From an optimization exercise on the open Yosys and OpenROAD flow, aimed at a short achievable clock period and few clock cycles; shortcuts taken in it are not production practice.
Function was checked by simulation only, so behaviour that the tests miss may differ from the original.
Power is estimated from default activity; no workload was simulated.

## remi16_core
module remi16_core (
    input  wire        clk,
    input  wire        rst,           
    input  wire        start,         
    input  wire        mode,          
    output wire        ready,
    output reg         done,
    output reg  [1:0]  outcome,       
    output reg  [2:0]  fault_code,    
    input  wire [3:0]  dbg_sel,
    output wire [15:0] dbg_rdata,
    input  wire [14:0] prog_n,        
    output wire [13:0] imem_addr,     
    input  wire [31:0] imem_rdata,
    output wire        dmem_req,
    output wire        dmem_we,
    output wire [17:0] dmem_addr,     
    output wire [7:0]  dmem_wdata,
    input  wire        dmem_gnt,
    input  wire [7:0]  dmem_rdata     
);
    localparam [1:0] OUT_CONTINUE = 2'd0, OUT_HALT = 2'd1, OUT_FAULT = 2'd2;
    localparam [2:0] F_BUS = 3'd1, F_OPCODE = 3'd2, F_REG = 3'd3, F_FETCH = 3'd4;
    reg         run;             
    reg         idle;            
    reg         mode_r;          
    reg  [14:0] pn;              
    reg         d_once;          
    reg         wait_ldpc;       
    reg         pcfix;           
    reg         sfin;            
    reg  [15:0] sfin_pc;
    reg  [15:0] x [0:15];
    reg  [15:0] dbg_q;
    reg  [15:0] fpc;             
    reg         fly;             
    reg  [15:0] ipc;             
    reg  [1:0]  cnt;
    reg  [15:0] q_pc   [0:2];
    reg         q_end  [0:2];    
    reg  [3:0]  q_ff   [0:2];    
    reg         q_mem  [0:2];
    reg         q_st   [0:2];
    reg         q_ld   [0:2];
    reg         q_lit  [0:2];
    reg         q_mov  [0:2];
    reg         q_add  [0:2];
    reg         q_hi7  [0:2];    
    reg         q_mid7 [0:2];    
    reg  [23:0] q_w    [0:2];    
    reg  [15:0] h_ohA, h_ohB;    
    reg  [15:0] h_smask;         
  ...
clock: 6.0 ns
lec_check: 0
abc_clock_period_in_ps: 2500
cap_margin: 20
core_margin: 2
core_utilization: 40
place_density: 0.6
setup_slack_margin: 3.1
slew_margin: 20
run.sh (not shown) runs the stock make flow with config.mk's settings and CLKGATE_MAP_FILE= SYNTH_SCRIPT=/design/flow/synth_recipe.tcl, a recipe that flattens the netlist after the stock synthesis.
Testbench counts at the start, summed over its fixed seeds: cycles 7,821.
Rerun with:
--- a/flow/design.v
+++ b/flow/design.v
@@ -173,13 +173,13 @@
     wire        i_mid7 = iw[23] || iw[23:8] == 16'h7FFF;
     wire [15:0] i_tgt  = iw[23:8] + 16'd4;
     wire        i_jmp  = fly && ({iw[31:24], iw[7:0]} == 16'h0002) && (iw[23:8] != ipc);
     wire [15:0] e_res   = add16(e_a, e_b);
     wire        e_redir = ev && e_movpc && mode_r;
     wire        e_wr    = ev && e_we;
-    wire        q0v  = !c_oh[0];
+    wire        q0v  = (cnt != 2'd0);
     wire [15:0] hpc  = q_pc[0];
     wire [23:0] hw   = q_w[0];
     wire [3:0]  sA   = hw[3:0];
     wire [3:0]  sB   = hw[11:8];
     wire [3:0]  a2n  = hw[19:16];
     wire        d_lit = q_lit[0], d_mov = q_mov[0], d_add = q_add[0];
@@ -207,13 +207,13 @@
     endfunction
     wire [15:0] vA = h_fEA ? e_res : h_fWA ? ldval : rdoh(h_ohA, hpc);
     wire [15:0] vB = h_fEB ? e_res : h_fWB ? ldval : rdoh(h_ohB, hpc);
     wire [1:0]  vM = (e_wr && e_dest == 4'd5) ? (e_a[1:0] + e_b[1:0]) :
                      (wbv && wb_dest == 4'd5) ? lo[1:0] : x[5][1:0];
     wire d_hz    = |(pend & h_smask);
-    reg  [3:0] c_oh;             
+    wire [3:0] c_oh = {cnt == 2'd3, cnt == 2'd2, cnt == 2'd1, cnt == 2'd0};
     wire d_block = (!mode_r && d_once) || wait_ldpc || pcfix || e_redir;
     wire d_ok    = run && q0v && !d_block;
     wire d_go    = d_ok && !q_end[0] && !d_hz && (!q_mem[0] || ho_ok);
     wire d_alu   = d_go && !q_mem[0];
     wire d_disp  = d_go && q_mem[0];
     wire arr0    = fly && (d_go ? c_oh[1] : c_oh[0]);    
@@ -254,19 +254,12 @@
         if (rst)                              xn0 = 16'd0;
         else if (fin)                         xn0 = fin_pc;
         else if (wbv && wb_dest == 4'd0)      xn0 = ldval;
         else                                  xn0 = x[0];
     end
     integer i;
-    wire [1:0] cnt_n = idle ? 2'd0 :
-                       (e_redir || ldpc_go || redir_ld || fin) ? 2'd0 :
-                       cnt - {1'b0, d_go} + {1'b0, fly};
-    always @(posedge clk) begin
-        cnt  <= rst ? 2'd0 : cnt_n;
-        c_oh <= rst ? 4'b0001 : (4'b0001 << cnt_n);
-    end
     always @(posedge clk)
         fpc <= rst ? 16'd0 : fpc_n;
     always @(posedge clk) begin
         x[0] <= xn0;
         for (i = 1; i < 16; i = i + 1) begin
             if (rst)                              x[i] <= 16'd0;
@@ -300,12 +293,13 @@
             d_once    <= 1'b0;
             wait_ldpc <= 1'b0;
             pcfix     <= 1'b0;
             sfin      <= 1'b0;
             pend      <= 16'd0;
             fly       <= 1'b0;
+            cnt       <= 2'd0;
             ev        <= 1'b0;
             m_v       <= 1'b0;
             bcnt      <= 2'd0;
             b_rp      <= 2'd0;
             b_wp      <= 2'd0;
             outcome   <= OUT_CONTINUE;
@@ -316,12 +310,13 @@
                 idle   <= 1'b0;
                 mode_r <= mode;
                 pn     <= prog_n;
                 d_once <= 1'b0;
                 fly    <= 1'b1;
                 ipc    <= x[0];
+                cnt    <= 2'd0;
             end
         end else begin
             pend <= (pend & ~(kill ? oh(kd) : 16'd0) &
                      ((m_last && m_lw) ? ~(oh(m_dest) & ~b_live) : 16'hFFFF)) |
                     ((d_disp && d_ld && !a2z) ? oh(a2n) : 16'd0);
             for (j = 0; j < NB; j = j + 1)
@@ -392,12 +387,13 @@
                 h_smask <= smask_of(q_mov[1] || q_add[1] || q_st[1], q_w[1][3:0],
                                     q_add[1], q_w[1][11:8],
                                     (q_st[1] && q_hi7[1]) || (q_ld[1] && q_mid7[1]));
             end
             fly <= issue && !i_jmp;
             ipc <= fpc;      
+            cnt <= cnt - {1'b0, d_go} + {1'b0, fly};
             for (k = 0; k < 3; k = k + 1) begin
                 if (fly && (d_go ? c_oh[k+1] : c_oh[k])) begin
                     q_pc[k]    <= ipc;
                     q_end[k]   <= i_end;
                     q_ff[k]    <= {i_fb, i_bop, i_breg, i_bbus};
                     q_mem[k]   <= i_st || i_ld;
@@ -422,29 +418,33 @@
                     q_hi7[k]   <= q_hi7[k+1];
                     q_mid7[k]  <= q_mid7[k+1];
                     q_w[k]     <= q_w[k+1];
                 end
             end
             if (e_redir) begin
+                cnt <= 2'd0;
                 fly <= 1'b0;
             end
             if (ldpc_go) begin
+                cnt <= 2'd0;
                 fly <= 1'b0;
             end
             if (redir_ld) begin
                 pcfix     <= 1'b0;
                 wait_ldpc <= 1'b0;
+                cnt <= 2'd0;
                 fly <= 1'b0;
             end
             if (fin) begin
                 run        <= 1'b0;
                 idle       <= 1'b1;
                 done       <= 1'b1;
                 outcome    <= fin_oc;
                 fault_code <= f_d ? d_fc : 3'd0;
                 ev         <= 1'b0;
+                cnt        <= 2'd0;
                 fly        <= 1'b0;
                 sfin       <= 1'b0;
                 pend       <= 16'd0;
                 pcfix      <= 1'b0;
                 wait_ldpc  <= 1'b0;
             end
What happened: The changed run produced a clean layout. Power went down by a few percent. Sequential cell count went down by 4. Setup slack got worse by 0.068 ns. Critical path depth went up by 3. Combinational power went down by a quarter to a third. First-iteration DRC count went down slightly. Final cell count went down by a few percent. Via count went down by a few percent. Clock power barely changes. Final area went down slightly. Area after synthesis went down slightly.
Testbench counts after the change, summed over its fixed seeds: cycles 7,821.

-- re-timing with driven ports --
In the flow no input, the clock included, has a driving cell. The finished layouts below were timed again as built, in two steps.
Step 1, drivers: a clkbuf_16 drives clk and a buf_2 each remaining input, both assumed.
Step 2, shift: input delay + t, output delay - t, t = (earliest + latest rising clock arrival at the registers) / 2. This alone moves slack from input paths to output paths.
Slacks: ideal / step 1 / step 2; pairs: ideal / step 1.
run	t, ns	setup slack, ns	worst setup path at the end
the first run	0.782	3.062 / 2.977 / 2.196	input to register
the second run	0.759	2.994 / 2.955 / 2.275	input to register
After both steps every run listed still meets setup and hold. For the first run, which loses most, drivers alone change the setup slack by -0.085 ns; drivers and shift together by -0.866 ns.
